Source: an optimization exercise on an open RTL-to-GDS flow (aim: small area, a short achievable clock period and few clock cycles). Production flows keep margins and buffers that such runs may drop.
For this run, only the layout was checked, not whether the RTL still works.
No activity file was given, so power comes from the tool's default toggle rates.

==> design/flow/run.sh <==
#!/bin/bash
# synth_recipe.tcl (not shown) runs the flow's synth.tcl, then flattens the netlist and writes it again
# the make line also repeats each setting of config.mk as NAME=value (left out here)
make -C /OpenROAD-flow-scripts/flow DESIGN_CONFIG=/design/flow/config.mk WORK_HOME=/design/flow/orfs CLKGATE_MAP_FILE= SYNTH_SCRIPT=/design/flow/synth_recipe.tcl finish
==> design/flow/config.mk <==
export PLATFORM = sky130hd
export DESIGN_NAME = dlt645_rx
export DESIGN_NICKNAME = dlt645_rx
export VERILOG_FILES = /design/flow/design.v
export SDC_FILE = /design/flow/constraint.sdc
export NUM_CORES = 4
export LEC_CHECK = 0
export CAP_MARGIN = 20
export CORE_MARGIN = 2
export CORE_UTILIZATION = 40
export SLEW_MARGIN = 20
==> design/flow/constraint.sdc <==
create_clock -name core_clock -period 4.0 [get_ports {clk}]
set_input_delay 0.8000 -clock core_clock [delete_from_list [all_inputs] [get_ports {clk}]]
set_output_delay 0.8000 -clock core_clock [all_outputs]
set_load 0.01 [all_outputs]
==> design/flow/design.v <==
module dlt645_rx (
    input  wire        clk,
    input  wire        rst,           
    input  wire        strict,        
    input  wire        in_valid,
    output wire        in_ready,
    input  wire [31:0] in_data,
    input  wire [2:0]  in_nbytes,     
    output reg         out_valid,
    input  wire        out_ready,
    output reg         out_is_result,
    output reg  [31:0] out_data,
    output wire [2:0]  out_nbytes,
    output wire        out_ok,
    output reg  [2:0]  out_cause,
    output wire [15:0] out_count,
    output reg  [15:0] out_pre,
    output reg  [47:0] out_addr,
    output reg  [7:0]  out_ctrl,
    output reg  [7:0]  out_len,
    output reg  [7:0]  out_cs,
    output reg  [7:0]  out_end
);
    localparam [7:0] PRE_BYTE   = 8'hFE;
    localparam [7:0] START_BYTE = 8'h68;
    localparam [7:0] END_BYTE   = 8'h16;
    localparam [2:0] C_NONE         = 3'd0;
    localparam [2:0] C_WRONG_START1 = 3'd1;
    localparam [2:0] C_WRONG_START2 = 3'd2;
    localparam [2:0] C_BAD_CHECKSUM = 3'd4;
    localparam [2:0] C_WRONG_END    = 3'd5;
    localparam [1:0] S_PRE  = 2'd0;    
    localparam [1:0] S_HDR  = 2'd1;    
    localparam [1:0] S_BODY = 2'd2;    
    reg        strict_r;
    reg [31:0] bd;              
    reg [3:0]  bv;              
    reg [1:0]  st;
    reg [15:0] cnt;
    reg [7:0]  sum;
    reg [23:0] pack;            
    reg        out_last;        
    wire go = !out_valid || out_ready;
    wire pre_st  = (st == S_PRE);
    wire hdr_st  = (st == S_HDR);
    wire body_st = (st == S_BODY);
    wire [3:0] o  = cnt[3:0];
    wire [8:0] e0 = cnt[8:0];
    wire [7:0] b [0:3];
    assign b[0] = bd[7:0];
    assign b[1] = bd[15:8];
    assign b[2] = bd[23:16];
    assign b[3] = bd[31:24];
    wire [3:0] v = bv;
    wire [3:0] fe, s68, e16;
    genvar gi;
    generate
        for (gi = 0; gi < 4; gi = gi + 1) begin : cmp
            assign fe[gi]  = (b[gi] == PRE_BYTE);
            assign s68[gi] = (b[gi] == START_BYTE);
            assign e16[gi] = (b[gi] == END_BYTE);
        end
    endgenerate
    wire [3:0] lead  = {lead[2:0] & fe[2:0], 1'b1};      
    wire [3:0] first = lead & ~fe & v;
    wire [3:0] s1    = {4{pre_st}} & first & s68;
    wire [3:0] e1    = {4{pre_st}} & first & ~s68;
    wire [3:0] aft1  = {aft1[2:0] | s1[2:0], 1'b0};      
    reg  [1:0] j;                                         
    always @* begin
        casez (first)
            4'b???1: j = 2'd0;
            4'b??10: j = 2'd1;
            4'b?100: j = 2'd2;
            default: j = 2'd3;
        endcase
    end
    wire [3:0] hd, s2, ln;
    wire [3:0] ofs [0:3];
    generate
        for (gi = 0; gi < 4; gi = gi + 1) begin : hdr
            assign ofs[gi] = pre_st ? (gi[3:0] - {2'b0, j}) : (o + gi[3:0]);
            assign hd[gi]  = hdr_st && (o + gi[3:0] <= 4'd9);
            assign s2[gi]  = hdr_st && (o + gi[3:0] == 4'd7);
            assign ln[gi]  = hdr_st && (o + gi[3:0] == 4'd9);
        end
    endgenerate
    wire [3:0] e2 = s2 & ~s68;
    reg [7:0] lsel;
    always @* begin
        case (o[1:0])
            2'd1:    lsel = b[0];     
            2'd0:    lsel = b[1];     
            2'd3:    lsel = b[2];     
            default: lsel = b[3];     
        endcase
    end
    wire l0 = (lsel == 8'd0), l1 = (lsel == 8'd1), l2 = (lsel == 8'd2), l3 = (lsel == 8'd3);
    wire q0 = (e0 == 9'd0), q1 = (e0 == 9'd1), q2 = (e0 == 9'd2), q3 = (e0 == 9'd3);
    wire q4 = (e0 == 9'd4), q5 = (e0 == 9'd5);
    wire g2 = (e0 >= 9'd2), g3 = (e0 >= 9'd3), g4 = (e0 >= 9'd4), g5 = (e0 >= 9'd5);
    reg [3:0] bdat, blast, bcs, bend;
    integer t;
    always @* begin
        if (body_st) begin
            bdat  = {g5, g4, g3, g2};
            blast = {q5, q4, q3, q2};
            bcs   = {q4, q3, q2, q1};
            bend  = {q3, q2, q1, q0};
        end else begin
            bdat = 4'd0; blast = 4'd0; bcs = 4'd0; bend = 4'd0;
            if (hdr_st) begin
                for (t = 0; t < 4; t = t + 1) begin
                    case (o + t[3:0])
                        4'd10: begin
                            bdat[t] = !l0; blast[t] = l1; bcs[t] = l0;
                        end
                        4'd11: begin
                            bdat[t] = !l0 && !l1; blast[t] = l2; bcs[t] = l1; bend[t] = l0;
                        end
                        4'd12: begin
                            bdat[t] = !l0 && !l1 && !l2; blast[t] = l3; bcs[t] = l2; bend[t] = l1;
                        end
                        default: ;
                    endcase
                end
            end
        end
    end
    reg [1:0] f0;
    always @* begin
        case (st)
            S_PRE:   f0 = 2'd0 - j;
            S_HDR:   f0 = o[1:0];
            default: f0 = out_len[1:0] + 2'd3 - e0[1:0];
        endcase
    end
    wire [1:0] slot [0:3];
    wire [3:0] drec_p;           
    generate
        for (gi = 0; gi < 4; gi = gi + 1) begin : sl
            assign slot[gi] = f0 + gi[1:0] + 2'd2;
            assign drec_p[gi] = bdat[gi] && (slot[gi] == 2'd3 || blast[gi]);
        end
    endgenerate
    wire [3:0] drec_v  = drec_p & v;
    wire [3:0] drec_bf = {drec_bf[2:0] | drec_v[2:0], 1'b0};
    wire [3:0] msk = v & (({4{pre_st}} & (s1 | aft1)) | ({4{hdr_st}} & hd) | bdat)
                       & ~(blast & drec_bf);
    wire [7:0] sbase = pre_st ? 8'd0 : sum;
    wire [7:0] ssum = sbase + (msk[0] ? b[0] : 8'd0) + (msk[1] ? b[1] : 8'd0)
                            + (msk[2] ? b[2] : 8'd0) + (msk[3] ? b[3] : 8'd0);
    wire [7:0] csb  = ({8{bcs[0]}} & b[0]) | ({8{bcs[1]}} & b[1])
                    | ({8{bcs[2]}} & b[2]) | ({8{bcs[3]}} & b[3]);
    wire [7:0] endb = ({8{bend[0]}} & b[0]) | ({8{bend[1]}} & b[1])
                    | ({8{bend[2]}} & b[2]) | ({8{bend[3]}} & b[3]);
    wire cs_bad = strict_r && (csb != ssum);
    wire [3:0] rpos = e1 | e2 | bend | (bcs & {4{cs_bad}});
    wire [3:0] dead = {dead[2:0] | rpos[2:0], 1'b0};
    wire [3:0] res  = rpos & ~dead & v;
    wire [3:0] drec = drec_v & ~dead;
    wire [3:0] rec  = res | drec;
    wire [3:0] recb = {recb[2:0] | rec[2:0], 1'b0};
    wire [3:0] blockable = (dead & ~fe) |
                           (~dead & (drec_p | e2 | bend | (bcs & {4{strict_r}})));
    wire [3:0] cons;
    assign cons[0] = go && v[0] && !(recb[0] && blockable[0]);
    assign cons[1] = cons[0] && v[1] && !(recb[1] && blockable[1]);
    assign cons[2] = cons[1] && v[2] && !(recb[2] && blockable[2]);
    assign cons[3] = cons[2] && v[3] && !(recb[3] && blockable[3]);
    wire [2:0] ncons = {2'd0, cons[0]} + {2'd0, cons[1]} + {2'd0, cons[2]} + {2'd0, cons[3]};
    wire [3:0] frec   = rec & ~recb & cons;        
    wire       emit   = |frec;
    wire       emit_r = |(frec & res);
    wire       rcons  = |(cons & res);
    assign in_ready = ((cons ^ bv) == 4'd0);
    wire [31:0] g;
    generate
        for (gi = 0; gi < 4; gi = gi + 1) begin : rot
            wire [1:0] lane = gi[1:0] - f0;
            assign g[8*gi +: 8] = b[lane];
        end
    endgenerate
    reg [9:1] ofs_we;
    reg [2:0] slot_we;
    integer k;
    always @* begin
        ofs_we = 9'd0;
        slot_we = 3'd0;
        for (k = 0; k < 4; k = k + 1) begin
            if (v[k] && ((pre_st && aft1[k]) || hd[k]))
                case (ofs[k])
                    4'd1: ofs_we[1] = 1'b1;
                    4'd2: ofs_we[2] = 1'b1;
                    4'd3: ofs_we[3] = 1'b1;
                    4'd4: ofs_we[4] = 1'b1;
                    4'd5: ofs_we[5] = 1'b1;
                    4'd6: ofs_we[6] = 1'b1;
                    4'd8: ofs_we[8] = 1'b1;
                    4'd9: ofs_we[9] = 1'b1;
                    default: ;
                endcase
            if (v[k] && bdat[k])
                case (slot[k])
                    2'd0: slot_we[0] = 1'b1;
                    2'd1: slot_we[1] = 1'b1;
                    2'd2: slot_we[2] = 1'b1;
                    default: ;
                endcase
        end
    end
    wire [2:0] n_lead = {2'd0, cons[0] & lead[0] & fe[0]} + {2'd0, cons[1] & lead[1] & fe[1]}
                      + {2'd0, cons[2] & lead[2] & fe[2]} + {2'd0, cons[3] & lead[3] & fe[3]};
    wire [15:0] pcnt = cnt + {13'd0, n_lead};
    wire [3:0] postc = cons & dead;
    wire [2:0] n_post = {2'd0, postc[1]} + {2'd0, postc[2]} + {2'd0, postc[3]};
    wire [3:0] hdrc = cons & (s1 | aft1);
    wire [2:0] n_hdr = {2'd0, hdrc[0]} + {2'd0, hdrc[1]} + {2'd0, hdrc[2]} + {2'd0, hdrc[3]};
    wire s1c  = |(cons & s1);
    wire e1c  = |(cons & e1);
    wire lenc = |(cons & ln);
    always @(posedge clk) begin
        strict_r <= strict;
        if (rst) begin
            bv <= 4'd0;
        end else if (in_valid && in_ready) begin
            bd <= in_data;
            case (in_nbytes)
                3'd1:    bv <= 4'b0001;
                3'd2:    bv <= 4'b0011;
                3'd3:    bv <= 4'b0111;
                default: bv <= 4'b1111;
            endcase
        end else begin
            case (ncons[1:0])
                2'd1: begin bd <= {8'd0,  bd[31:8]};  bv <= {1'b0, bv[3:1]}; end
                2'd2: begin bd <= {16'd0, bd[31:16]}; bv <= {2'b0, bv[3:2]}; end
                2'd3: begin bd <= {24'd0, bd[31:24]}; bv <= {3'b0, bv[3]}; end
                default: if (ncons[2]) bv <= 4'd0;
            endcase
        end
    end
    always @(posedge clk) begin
        if (rst) begin
            out_valid <= 1'b0;
            st        <= S_PRE;
            cnt       <= 16'd0;
        end else if (go) begin
            out_valid <= emit;
            if (emit) begin
                out_is_result <= emit_r;
                out_cause <= {|(frec & (bcs | (bend & ~e16 & {4{strict_r}}))),
                              |(frec & e2),
                              |(frec & (e1 | (bend & ~e16 & {4{strict_r}})))};
                out_last <= |(frec & blast);
            end
            if (emit && !emit_r)
                for (k = 0; k < 4; k = k + 1)
                    out_data[8*k +: 8] <= (body_st && k < slot[0]) ? pack[8*k +: 8]
                                                                 : g[8*((k+2)%4) +: 8];
            for (k = 0; k < 3; k = k + 1)
                if (slot_we[k]) pack[8*k +: 8] <= g[8*((k+2)%4) +: 8];
            for (k = 1; k <= 6; k = k + 1)
                if (ofs_we[k]) out_addr[8*(k-1) +: 8] <= g[8*(k%4) +: 8];
            if (ofs_we[8]) out_ctrl <= g[7:0];
            if (ofs_we[9]) out_len  <= g[15:8];
            if (|(v & bcs))  out_cs  <= csb;
            if (|(v & bend)) out_end <= endb;
            if (s1c || e1c) out_pre <= pcnt;
            sum <= ssum;
            if (rcons) begin
                st  <= S_PRE;
                cnt <= {13'd0, n_post};
            end else if (pre_st) begin
                st  <= s1c ? S_HDR : S_PRE;
                cnt <= s1c ? {13'd0, n_hdr} : pcnt;
            end else if (hdr_st) begin
                st  <= lenc ? S_BODY : S_HDR;
                cnt <= lenc ? {7'd0, {1'b0, lsel} + 9'd11 - {5'd0, o} - {6'd0, ncons}}
                            : {12'd0, o + {1'b0, ncons}};
            end else begin
                cnt <= {7'd0, e0 - {6'd0, ncons}};
            end
        end
    end
    assign out_ok = (out_cause == C_NONE);
    assign out_nbytes = out_last ? {1'b0, out_len[1:0] - 2'd1} + 3'd1 : 3'd4;
    reg [8:0] cnt_off;
    always @* begin
        case (out_cause)
            C_WRONG_START1: cnt_off = 9'd0;
            C_WRONG_START2: cnt_off = 9'd7;
            C_BAD_CHECKSUM: cnt_off = {1'b0, out_len} + 9'd10;
            C_WRONG_END:    cnt_off = {1'b0, out_len} + 9'd11;
            default:        cnt_off = {1'b0, out_len} + 9'd12;
        endcase
    end
    assign out_count = out_pre + {7'd0, cnt_off};
endmodule
==> summary.txt <==
## worst max-delay path, delay by kind of cell, from the launching register on
family	cells	cell delay, ns
muxes	2	0.50
AOI/OAI and AO/OA	19	3.45
adders and majority gates	11	4.00
and+or+nand+nor	7	1.08
DFF	1	0.36
xor gates and xnor gates	3	0.38
buffers and inverters	11	1.07
## where the power goes
group          leakage [nW]  switching, mW  internal [mW]
Clock                 0.422           1.08           1.38
Sequential             2.01         0.0852           2.91
Combinational          7.86           1.99           1.66
Total                  10.3           3.15           5.94
## flip-flops by register name (all words and copies together), names as in the netlist, 2 cells and up
register,cells
out_len,8
bv,4
out_addr,48
st,2
out_end,8
out_ctrl,8
out_cs,8
bd,32
cnt,16
sum,8
out_pre,16
out_cause,3
out_data,32
pack,24
## cells in the final DEF (no fill, tap or decap), types with 26 or more instances in the layout
cell type        instances
mux2i_1                 79
buf_4                  565
clkdlybuf4s50_1        188
nor2_1                 104
a22oi_1                 35
xnor2_1                 39
ha_1                    52
a21oi_1                 69
inv_1                   66
a21oi_2                 26
mux2_2                  29
nand2_1                142
edfxtp_1               197
fa_1                    26
and2_1                  33
nand3_1                 43
o21ai_0                 37
## how the worst min path moves through the flow
stage	cells after the start	from	slack, ns	end
floorplan	1	cnt[15]	0.46	cnt[15]
global placement	1	cnt[15]	0.47	cnt[15]
detailed placement	1	cnt[15]	0.48	cnt[15]
CTS	1	cnt[15]	0.50	cnt[15]
global route	1	cnt[15]	0.51	cnt[15]
finish	1	cnt[15]	0.50	cnt[15]
## cell families (layout without fill, tap and decap cells)
group	after synthesis	after routing	share of synthesized area (%)
simple gates	552	552	17.6
buf+inv	194	908	4.98
fa+ha+maj	99	99	9.16
xor+xnor	69	69	3.75
other cells	0	1	0
mux	112	112	7.21
compound gates	392	392	17.6
flops	221	221	39.7
## per-layer routing
layer | track usage, % | vias to the layer above | wire [um]
met5 | 0 | - | 0
met4 | 13.7 | 0 | 3180
met3 | 4.93 | 147 | 5790
met2 | 50.2 | 821 | 30200
met1 | 41.6 | 7932 | 27100
li1 | - | 7452 | -
## layout make-up
| cell class | count | share of cell area, % |
|---|---|---|
| Antenna cell | 1 | 0.0102 |
| Sequential cell | 221 | 26.0 |
| Clock inverter | 21 | 0.995 |
| Inverter | 77 | 1.22 |
| Timing Repair Buffer | 785 | 26.8 |
| Clock buffer | 25 | 2.54 |
| Multi-Input combinational cell | 1224 | 39.8 |
| Tap cell | 525 | 2.67 |
## timing repair
action / 4_1_cts / 5_1_grt
pin swaps: 58 / 38
hold buffers: 0 / 0
buffers inserted: 32 / 13
endpoints found under the hold margin: 0 / 0
gates cloned: 2 / 0
gates resized for setup: 95 / 59
setup endpoints to repair: 191 / 207
==> summary.txt <==
Post-layout util -> 62.0%
Max stage delay on crit path -> 0.54 ns
Total clock sinks -> 221
Row count -> 73
Final setup margin -> -7.01 ns
Number of synthesized flops with an enable pin -> 197
GPL Wtd Cong -> 1.00
Reg2reg path depth -> 53
Area post-placement -> 0.0227 mm2
Vias in the first global route -> 16333
RSZ-0062 raised after global routing -> yes
Total negative slack -> -891.30 ns
First-pass GRT wire length -> 98.2 mm
Worst EP required -> 4.44 ns
CORE AREA -> 0.0397 mm2
Placed cell count -> 2787
Die height -> 205 um
Synth warnings -> 2
# port buffers -> 193
Drt total wl -> 66.2 mm
Non-filler instance count after layout -> 2879
Crit path arrival time -> 11.45 ns
Final instance area -> 0.0246 mm2
Max clock buf depth -> 3
Router iterations before antenna repair -> 7
H-tree depth -> 1
Critical Path End Type -> flop
Via-to-Cell Ratio -> 5.68
Crit share post-route -> 275%
Cell Pwr Density -> 369 mW/mm2
Setup CP Type -> reg2reg
HPWL Detailed -> 51.8 mm
Largest net degree at the start of global routing -> 33
Clk latency of the worst-skew pair -> 0.58 ns
Post-synthesis async set-or-reset flop share -> 0%
Vias -> 16352
Hold_ws -> 0.497 ns
Die area -> 0.0419 mm2
Final Skew -> 0.0294 ns
Main synth FF type -> edfxtp_1
HP Class -> reg2reg
Die Wd -> 205 um
Lkg Pwr -> 10.3 nW
Reg clk slew, reported paths -> 0.07 ns
Post-Syn Instances -> 1639
CTS tree -> built
GRT Resource Usage Total -> 31.2%
Slowest-stage cell, CP -> fa_1
Commonest cells in the netlist -> edfxtp_1, nand2_1, nor2_1
Endpoints failing hold -> 0
Final setup violating endpoints -> 192
Reg-to-reg slack, setup -> -7.01 ns
Fill count -> 3298
Crit Path Max Fanout -> 12
Initial antenna violation count -> 1
Fin. max-slew vios -> 0
Fin nets -> 2471
Synth top area share -> 36.8%
FF-to-FF End -> cnt[8]
Worst Max-Slew Pin Slew -> 0.778 ns
Origin of the worst setup path -> cnt[1]
Multi-input gate area -> 0.00980 mm2
Max Cap Violations -> 0
Largest area contributor in the netlist -> edfxtp_1
Register bit count reported by yosys -> 221
Initial core utilization -> 40.5%
Pre-CTS setup slack -> -7.15 ns
Min Tclk post-route -> 11.01 ns
Count leader, synth -> edfxtp_1
Final Power -> 9.10 mW
Max Freq -> 90.8 MHz
Seq/Total Area, Yosys -> 39.7%
Synth cell types -> 113
# IOs -> 194
Register area -> 0.00640 mm2
Outcome -> complete, but fails checks
Failed Checks -> setup timing
Initial drt markers -> 1443
Wire per inst -> 23.0 um
CTS buffer count -> 25
Syn_nets -> 1776
Syn avg cell area -> 9.82 um2
Syn Std Cell Area -> 0.0161 mm2
Critical Path End -> cnt[8]
Largest cells by area after synthesis -> edfxtp_1, mux2i_1, ha_1
Relative slew slack -> 48.1%
Gr ovfl total -> 0
CP Launch Type -> flop
Maximum VDD drop -> 0.000287 V
Routed Antenna Nets -> 0
Root Driver -> clkbuf_16
Drt drc -> 0
Layout cells sized above 1 -> 37.4%
Synth-to-layout area growth -> 53.1%
Most common cell on crit path -> fa_1
Reg2Reg Launch Point -> cnt[1]

afterwards: timing with drivers on the ports:
No port has a modelled driver above. Below, the same layout with a new extraction and two added sets of constraints. Step 1, drivers: a clkbuf_16 drives clk and a buf_2 each remaining input, both assumed. Step 2 moves the port delays by t, midway between the first and last clock arrival at a register: inputs arrive t later, outputs are due t later. That takes back most of the time a late clock gives input paths. Slacks: no drivers / after step 1 / after step 2; pairs: no drivers / after step 1.
t, ns: 0.619
setup WS [ns]: -7.008 / -7.008 / -7.008
clock arrival spread, ns: 0.030 / 0.029
The setup slack of this run moves by 0.000 ns with the drivers and by 0.000 ns with both steps.
